Context: an optimization exercise on an open-source flow, tuned for small area, a short achievable clock period and few clock cycles. The choices shown serve that exercise and are no tape-out recipe.
Where RTL was checked, it was by simulation tests only, not by an equivalence proof against the original.
Power and IR drop assume default switching activity.

## usbpd_msg_engine
module usbpd_msg_engine (
    input  wire         clk,
    input  wire         rst,           
    input  wire         cmd_valid,
    output wire         cmd_ready,
    input  wire [2:0]   cmd_op,
    input  wire [31:0]  cmd_arg,
    input  wire [223:0] cmd_obj,       
    output reg          rsp_valid,
    output reg          rsp_ok,
    output reg  [47:0]  rsp_data,
    output wire [223:0] rsp_obj,       
    output wire         tx_valid,
    input  wire         tx_ready,
    output reg  [7:0]   tx_data,
    input  wire         rx_valid,
    output wire         rx_ready,
    input  wire [7:0]   rx_data
);
For scale: about 1800 cells after synthesis, roughly 300 flip-flops, ~560 I/O pins, about 16000 sq um of cells after synthesis.
==> flow/config.mk <==
export PLATFORM = sky130hd
export DESIGN_NAME = usbpd_msg_engine
export DESIGN_NICKNAME = usbpd_msg_engine
export VERILOG_FILES = /design/flow/design.v
export SDC_FILE = /design/flow/constraint.sdc
export NUM_CORES = 4
export LEC_CHECK = 0
export ABC_AREA = 1
export CAP_MARGIN = 20
export CORE_MARGIN = 2
export CORE_UTILIZATION = 50
export CTS_BUF_LIST = sky130_fd_sc_hd__clkbuf_8
export CTS_CLUSTER_DIAMETER = 60
export CTS_CLUSTER_SIZE = 16
export SLEW_MARGIN = 20
==> flow/constraint.sdc <==
create_clock -name core_clock -period 12.0 [get_ports {clk}]
set_input_delay 2.4000 -clock core_clock [delete_from_list [all_inputs] [get_ports {clk}]]
set_output_delay 2.4000 -clock core_clock [all_outputs]
set_load 0.01 [all_outputs]
standard.sh (not shown) runs the stock make flow with config.mk's settings and CLKGATE_MAP_FILE= SYNTH_SCRIPT=/design/flow/synth_recipe.tcl, a recipe that flattens the netlist after the stock synthesis.
==> flow/flow/run.sh <==
#!/bin/bash
export BUFFER_PORTS_ARGS="-buffer_cell sky130_fd_sc_hd__buf_1"
export POST_GLOBAL_PLACE_TCL="$PWD/flow/size_inbufs.tcl"
export SETUP_SLACK_MARGIN=8.35
bash standard.sh > standard.log 2>&1
==> flow/flow/size_inbufs.tcl <==
# Hook run after global placement (POST_GLOBAL_PLACE_TCL): the port buffers
# that buffer_ports inserted are all sky130_fd_sc_hd__buf_1; give the input
# ports whose buffer drives many pins a stronger buffer.
set block [ord::get_db_block]
set n_up 0
foreach bterm [$block getBTerms] {
  if {[$bterm getIoType] != "INPUT"} { continue }
  set net [$bterm getNet]
  if {$net == "NULL"} { continue }
  foreach iterm [$net getITerms] {
    set inst [$iterm getInst]
    set master [[$inst getMaster] getName]
    if {![string match "sky130_fd_sc_hd__buf_1" $master]} { continue }
    foreach it [$inst getITerms] {
      if {![$it isOutputSignal]} { continue }
      set onet [$it getNet]
      if {$onet == "NULL"} { continue }
      set fo [expr {[llength [$onet getITerms]] - 1}]
      set cell ""
      if {$fo >= 4} {
        set cell sky130_fd_sc_hd__buf_4
      } elseif {$fo >= 2} {
        set cell sky130_fd_sc_hd__buf_2
      }
      if {$cell ne ""} {
        replace_cell [$inst getName] $cell
        incr n_up
        puts "size_inbufs: [$bterm getName] fanout $fo -> $cell"
      }
    }
  }
}
puts "size_inbufs: resized $n_up input port buffers"
The first run ran to the end with no violations.
Testbench counts at the start, summed over its fixed seeds: cycles 73,000.
Edit:
==> flow/flow/run.sh (replaced) <==
#!/bin/bash
export BUFFER_PORTS_ARGS="-buffer_cell sky130_fd_sc_hd__buf_1"
export SETUP_SLACK_MARGIN=8.2
bash standard.sh > standard.log 2>&1
Settings changed: ABC_AREA 1 to unset.
removed: flow/flow/size_inbufs.tcl
=> Worst hold slack got worse by 0.014 ns; via count drops by 12%; clock skew went down by 0.010 ns; power went down by 4.2%; sequential cell count is unchanged; cell area fell by 0.68%.

---

Another version of the RTL of usbpd_msg_engine (not shown whole).
Size: ~1,400 cells after synthesis, roughly 300 flip-flops, about 16,000 um^2 of cells after synthesis.
==> flow/config.mk <==
export PLATFORM = sky130hd
export DESIGN_NAME = usbpd_msg_engine
export DESIGN_NICKNAME = usbpd_msg_engine
export VERILOG_FILES = /design/flow/design.v
export SDC_FILE = /design/flow/constraint.sdc
export NUM_CORES = 4
export LEC_CHECK = 0
export CAP_MARGIN = 20
export CORE_MARGIN = 2
export CORE_UTILIZATION = 50
export CTS_BUF_LIST = sky130_fd_sc_hd__clkbuf_16
export CTS_CLUSTER_DIAMETER = 80
export CTS_CLUSTER_SIZE = 30
export SLEW_MARGIN = 20
==> flow/constraint.sdc <==
create_clock -name core_clock -period 12.0 [get_ports {clk}]
set_input_delay 2.4000 -clock core_clock [delete_from_list [all_inputs] [get_ports {clk}]]
set_output_delay 2.4000 -clock core_clock [all_outputs]
set_load 0.01 [all_outputs]
==> flow/flow/run.sh <==
#!/bin/bash
export BUFFER_PORTS_ARGS="-buffer_cell sky130_fd_sc_hd__buf_1"
export SETUP_SLACK_MARGIN=8.5
bash standard.sh > standard.log 2>&1
The first run passed the timing, DRC and antenna checks.
Rerun with:
--- a/flow/flow/run.sh
+++ b/flow/flow/run.sh
@@ -3 +3 @@
-export SETUP_SLACK_MARGIN=8.5
+export SETUP_SLACK_MARGIN=8.2
--- a/flow/config.mk
+++ b/flow/config.mk
@@ -11,3 +11 @@
-export CTS_BUF_LIST = sky130_fd_sc_hd__clkbuf_16
-export CTS_CLUSTER_DIAMETER = 80
-export CTS_CLUSTER_SIZE = 30
+export CTS_BUF_LIST = sky130_fd_sc_hd__clkbuf_4 sky130_fd_sc_hd__clkbuf_8
Result: The changed run ran to the end with no violations; final cell count falls by a few percent; critical path depth falls by 9; fmax rises slightly; clock-buffer cell count rises by 67; register-to-register slack gains 0.16 ns; die area stays the same; design area falls by a little under a tenth; synthesized area stays the same; core utilization falls by 5.7 points.
No functional check of the RTL was part of any run of this note.

---

## orange
The RTL this note starts from:
==> flow/design.v <==
module usbpd_msg_engine (
    input  wire         clk,
    input  wire         rst,           
    input  wire         cmd_valid,
    output wire         cmd_ready,
    input  wire [2:0]   cmd_op,
    input  wire [31:0]  cmd_arg,
    input  wire [223:0] cmd_obj,       
    output reg          rsp_valid,
    output reg          rsp_ok,
    output reg  [47:0]  rsp_data,
    output wire [223:0] rsp_obj,       
    output wire         tx_valid,
    input  wire         tx_ready,
    output reg  [7:0]   tx_data,
    input  wire         rx_valid,
    output wire         rx_ready,
    input  wire [7:0]   rx_data
);
    localparam [7:0] TOK_SYNC1   = 8'h12;
    localparam [7:0] TOK_SYNC2   = 8'h13;
    localparam [7:0] TOK_JAMCRC  = 8'hFF;
    localparam [7:0] TOK_EOP     = 8'h14;
    localparam [7:0] TOK_TXOFF   = 8'hFE;
    localparam [7:0] TOK_TXON    = 8'hA1;
    reg         idle;          
    reg         busy;          
    wire        ld = ~busy;    
    reg         bm;            
    reg         bc;            
    reg         is_cap;        
    reg         btx;           
    reg         brx;           
    reg [5:0]   cnt;           
    reg [2:0]   nobj;          
    reg         ft;            
    reg         tgen;          
    reg         tfull;         
    reg [7:0]   tx_next;       
    reg         fr;            
    reg         er;            
    reg [7:0]   rb;            
    reg         rbv;           
    reg [2:0]   tk;            
    reg [223:0] obj;
    assign cmd_ready = idle;
    assign tx_valid  = btx;
    assign rx_ready  = brx;
    assign rsp_obj   = obj;
    wire op_tx  = (cmd_op == 3'd4);
    wire op_rx  = (cmd_op == 3'd5);
    wire op_2c  = (cmd_op[2:1] == 2'b01);
    wire push   = btx & tgen & ~tfull;         
    wire pop    = btx & tx_ready;              
    wire et     = btx & ~tgen & ~tfull;        
    wire rx_go  = brx & rx_valid;
    wire done   = (et & tx_ready) | (er & rx_valid);
    wire sh     = (push & ft) | rbv;
    wire [15:0] packhdr = {1'b0, cmd_arg[7:5], cmd_arg[10:8], cmd_arg[11],
                           cmd_arg[13:12], cmd_arg[14], cmd_arg[4:0]};
    wire [15:0] unpackhdr = {5'd0, cmd_arg[11:9], cmd_arg[14:12], cmd_arg[4:0]};
    wire [47:0] unpackcap_raw = {6'd0, cmd_arg[21:20], cmd_arg[24], cmd_arg[25],
                                 cmd_arg[26], cmd_arg[27], cmd_arg[28], cmd_arg[29],
                                 cmd_arg[31:30], 12'd0, cmd_arg[9:0], cmd_arg[19:10]};
    wire [47:0] packreq_raw = {6'd0, cmd_arg[29:21], 1'b0, 1'b0, cmd_arg[2:0], 3'b000, 1'b1,
                               19'd0, cmd_arg[20:16]};
    reg [47:0] codec;
    always @(*) begin
        case (cmd_op)
        3'd0:    codec = {32'd0, packhdr};
        3'd1:    codec = {32'd0, unpackhdr};
        3'd2:    codec = unpackcap_raw;
        3'd3:    codec = packreq_raw;
        3'd4:    codec = {32'd0, cmd_arg[15:0]};    
        default: codec = 48'd0;
        endcase
    end
    wire [15:0] cap_ma  = {rsp_data[19:10], 3'b000} + {rsp_data[19:10], 1'b0};
    wire [12:0] cap_t   = {rsp_data[9:0], 2'b00} + rsp_data[9:0];
    wire [15:0] cap_mv  = {rsp_data[12:0], 3'b000} + {rsp_data[12:0], 1'b0};
    wire [8:0]  req_xh  = rsp_data[41:33];
    wire [5:0]  req_qh  = req_xh / 9'd10;
    wire [3:0]  req_rh  = req_xh % 9'd10;
    wire [8:0]  req_xl  = {rsp_data[41:38], rsp_data[4:0]};
    wire [4:0]  req_ql  = req_xl / 9'd10;
    wire [9:0]  req_raw = {rsp_data[14:10], req_ql};
    wire [5:0] cn  = cnt + 6'd1;
    wire [5:0] n4  = {1'b0, nobj, 2'b00};
    always @(posedge clk) begin
        if (rst) begin
            idle      <= 1'b1;
            busy      <= 1'b0;
            bm        <= 1'b0;
            bc        <= 1'b0;
            btx       <= 1'b0;
            brx       <= 1'b0;
            rsp_valid <= 1'b0;
        end else begin
            rsp_valid <= (idle & cmd_valid & ~op_tx & ~op_rx & ~op_2c) | bc | done;
            if (idle) begin
                if (cmd_valid & (op_tx | op_rx | op_2c)) begin
                    idle <= 1'b0;
                    busy <= 1'b1;
                end
                bm  <= cmd_valid & op_2c;
                bc  <= 1'b0;
                btx <= cmd_valid & op_tx;
                brx <= cmd_valid & op_rx;
            end else if (bm) begin
                bm   <= 1'b0;
                bc   <= 1'b1;
            end else if (bc | done) begin
                idle <= 1'b1;
                busy <= 1'b0;
                bc   <= 1'b0;
                btx  <= 1'b0;
                brx  <= 1'b0;
            end
        end
    end
    always @(posedge clk) begin
        if (ld | rst) begin
            cnt   <= 6'd0;
            nobj  <= cmd_arg[18:16];
            ft    <= 1'b0;
            tgen  <= 1'b1;
            fr    <= 1'b0;
            er    <= 1'b0;
        end else if (push) begin
            cnt  <= cn;
            ft   <= (cn >= 6'd6) && (cn <= 6'd5 + n4);
            tgen <= (cn != 6'd10 + n4);
        end else if (rx_go) begin
            cnt <= cn;
            if (cnt == 6'd2) begin
                nobj <= rx_data[6:4];
                fr   <= (rx_data[6:4] != 3'd0);
            end else begin
                fr   <= (cn >= 6'd3) && (cn < 6'd3 + n4);
            end
            er <= (cnt == 6'd1) ? (rb[7:5] != 3'b111) : ((cnt >= 6'd3) && (cn == 6'd6 + n4));
        end
    end
    reg [7:0] tx_new;
    always @(*) begin
        if (cn <= 6'd2)
            tx_new = TOK_SYNC1;
        else if (cn == 6'd3)
            tx_new = TOK_SYNC2;
        else if (cn == 6'd4)
            tx_new = {3'b100, nobj, 2'b10};
        else if (cn == 6'd5)
            tx_new = rsp_data[7:0];
        else if (cn == 6'd6)
            tx_new = rsp_data[15:8];
        else if (ft)
            tx_new = obj[7:0];
        else if (cn == 6'd7 + n4)
            tx_new = TOK_JAMCRC;
        else if (cn == 6'd8 + n4)
            tx_new = TOK_EOP;
        else if (cn == 6'd9 + n4)
            tx_new = TOK_TXOFF;
        else
            tx_new = TOK_TXON;
    end
    always @(posedge clk) begin
        if (ld | rst) begin
            tx_data <= TOK_SYNC1;
            tfull   <= 1'b0;
        end else begin
            if (pop)
                tx_data <= tfull ? tx_next : tx_new;
            if (push & ~pop)
                tx_next <= tx_new;
            if (pop)
                tfull <= 1'b0;
            else if (push)
                tfull <= 1'b1;
        end
    end
    always @(posedge clk) begin
        if (rx_go) rb <= rx_data;
        rbv <= rx_go & fr & ~rst;
        tk  <= {3{rx_go & ~rst}} & {cnt == 6'd2, cnt == 6'd1, cnt == 6'd0};
    end
    always @(posedge clk) begin
        if (bm) begin
            if (is_cap) begin
                rsp_data[31:16] <= cap_ma;
                rsp_data[12:0]  <= cap_t;
            end else begin
                rsp_data[41:38] <= req_rh;
                rsp_data[15:10] <= req_qh;
            end
        end else if (bc) begin
            if (is_cap) begin
                rsp_data[15:0]  <= cap_mv;
            end else begin
                rsp_data[41:32] <= 10'd0;
                rsp_data[23:0]  <= {4'd0, req_raw[9:0], req_raw[9:0]};
            end
        end else if (ld) begin
            rsp_ok   <= (cmd_op[2:1] != 2'b11);
            rsp_data <= codec;
            is_cap   <= ~cmd_op[0];
        end else if (push) begin
            if (cn == 6'd6) rsp_data[15:0] <= 16'd0;    
        end else begin
            if (tk[0]) rsp_ok <= (rb[7:5] == 3'b111);
            if (tk[1] && rsp_ok) rsp_data[7:0]  <= rb;
            if (tk[2] && rsp_ok) rsp_data[15:8] <= rb;
        end
    end
    integer j;
    always @(posedge clk) begin
        if (ld)
            obj <= cmd_obj;
        else if (sh) begin
            for (j = 0; j < 27; j = j + 1)
                if (brx && (j % 4 == 3) && (nobj == j / 4 + 1))
                    obj[8*j +: 8] <= rb;
                else
                    obj[8*j +: 8] <= obj[8*j+8 +: 8];
            obj[223:216] <= rb;
        end
    end
endmodule
Settings: LEC_CHECK=0, CAP_MARGIN=20, CORE_MARGIN=2, CORE_UTILIZATION=50, CTS_BUF_LIST=sky130_fd_sc_hd__clkbuf_4 sky130_fd_sc_hd__clkbuf_8, SLEW_MARGIN=20; clock period 12.0 ns.
==> flow/flow/run.sh <==
#!/bin/bash
export BUFFER_PORTS_ARGS="-buffer_cell sky130_fd_sc_hd__buf_1"
export SETUP_SLACK_MARGIN=8.5
bash standard.sh > standard.log 2>&1
#### Input delta (blue over orange)
# orange
export LEC_CHECK = 0
export CAP_MARGIN = 20
export CORE_MARGIN = 2
export CORE_UTILIZATION = 50
export CTS_BUF_LIST = sky130_fd_sc_hd__clkbuf_4 sky130_fd_sc_hd__clkbuf_8
export SLEW_MARGIN = 20
create_clock -name core_clock -period 12.0 [get_ports {clk}]
# blue
export LEC_CHECK = 0
export CAP_MARGIN = 20
export CORE_MARGIN = 2
export CORE_UTILIZATION = 50
export CTS_BUF_LIST = sky130_fd_sc_hd__clkbuf_8
export CTS_CLUSTER_DIAMETER = 60
export CTS_CLUSTER_SIZE = 16
export SLEW_MARGIN = 20
create_clock -name core_clock -period 12.0 [get_ports {clk}]
diff --git a/flow/flow/run.sh b/flow/flow/run.sh
--- a/flow/flow/run.sh
+++ b/flow/flow/run.sh
@@ -3 +3 @@
-export SETUP_SLACK_MARGIN=8.5
+export SETUP_SLACK_MARGIN=8.2
Notes after the runs:
Global-route usage for blue: 1.4 points down relative to orange
Static leakage power shrinks by more than 10% when moving from orange to blue.
In the metrics for blue and orange, the one carrying the higher average wire per standard cell is blue.
Changes observed in blue relative to orange: non-clock buffer count saw a decrease, final setup slack of the worst path saw a decrease.
Function was not checked in any run of this note: the RTL went through the layout flow alone.

afterwards: timing with drivers on the ports:
No port has a modelled driver above. Below, the same layouts with a new extraction and two added sets of constraints. Step 1, drivers: a clkbuf_16 drives clk and a buf_2 each remaining input, both assumed. Step 2 times the ports against the registers' clock, not the clock port: input delays grow and output delays shrink by t, the midpoint of the rising clock arrivals with the driver on. Three values: ideal ports, drivers, drivers and shift; two values: the first two.
| run | t (ns) | setup slack, ns | worst setup path after step 2 | worst data-port slew with drivers (ns) | pins driven straight from the clock port |
|---|---|---|---|---|---|
| the first run of note 1 | 0.668 | 8.269 / 8.219 / 7.683 | input to register | 0.09 | 1 |
| the second run of note 1 | 0.643 | 8.099 / 8.070 / 7.510 | input to register | 0.11 | 1 |
| the first run of note 2 | 0.586 | 8.212 / 8.212 / 7.754 | input to register | 0.11 | 1 |
| the second run of note 2 | 0.658 | 8.230 / 8.183 / 7.595 | input to register | 0.12 | 1 |
| orange | 0.696 | 8.256 / 8.205 / 7.894 | input to register | 0.12 | 1 |
| blue | 0.698 | 8.236 / 8.183 / 7.566 | input to register | 0.16 | 1 |
After both steps every run listed still meets setup and hold. The setup slack of blue, which loses most, moves by -0.053 ns with the drivers and by -0.670 ns with both steps.
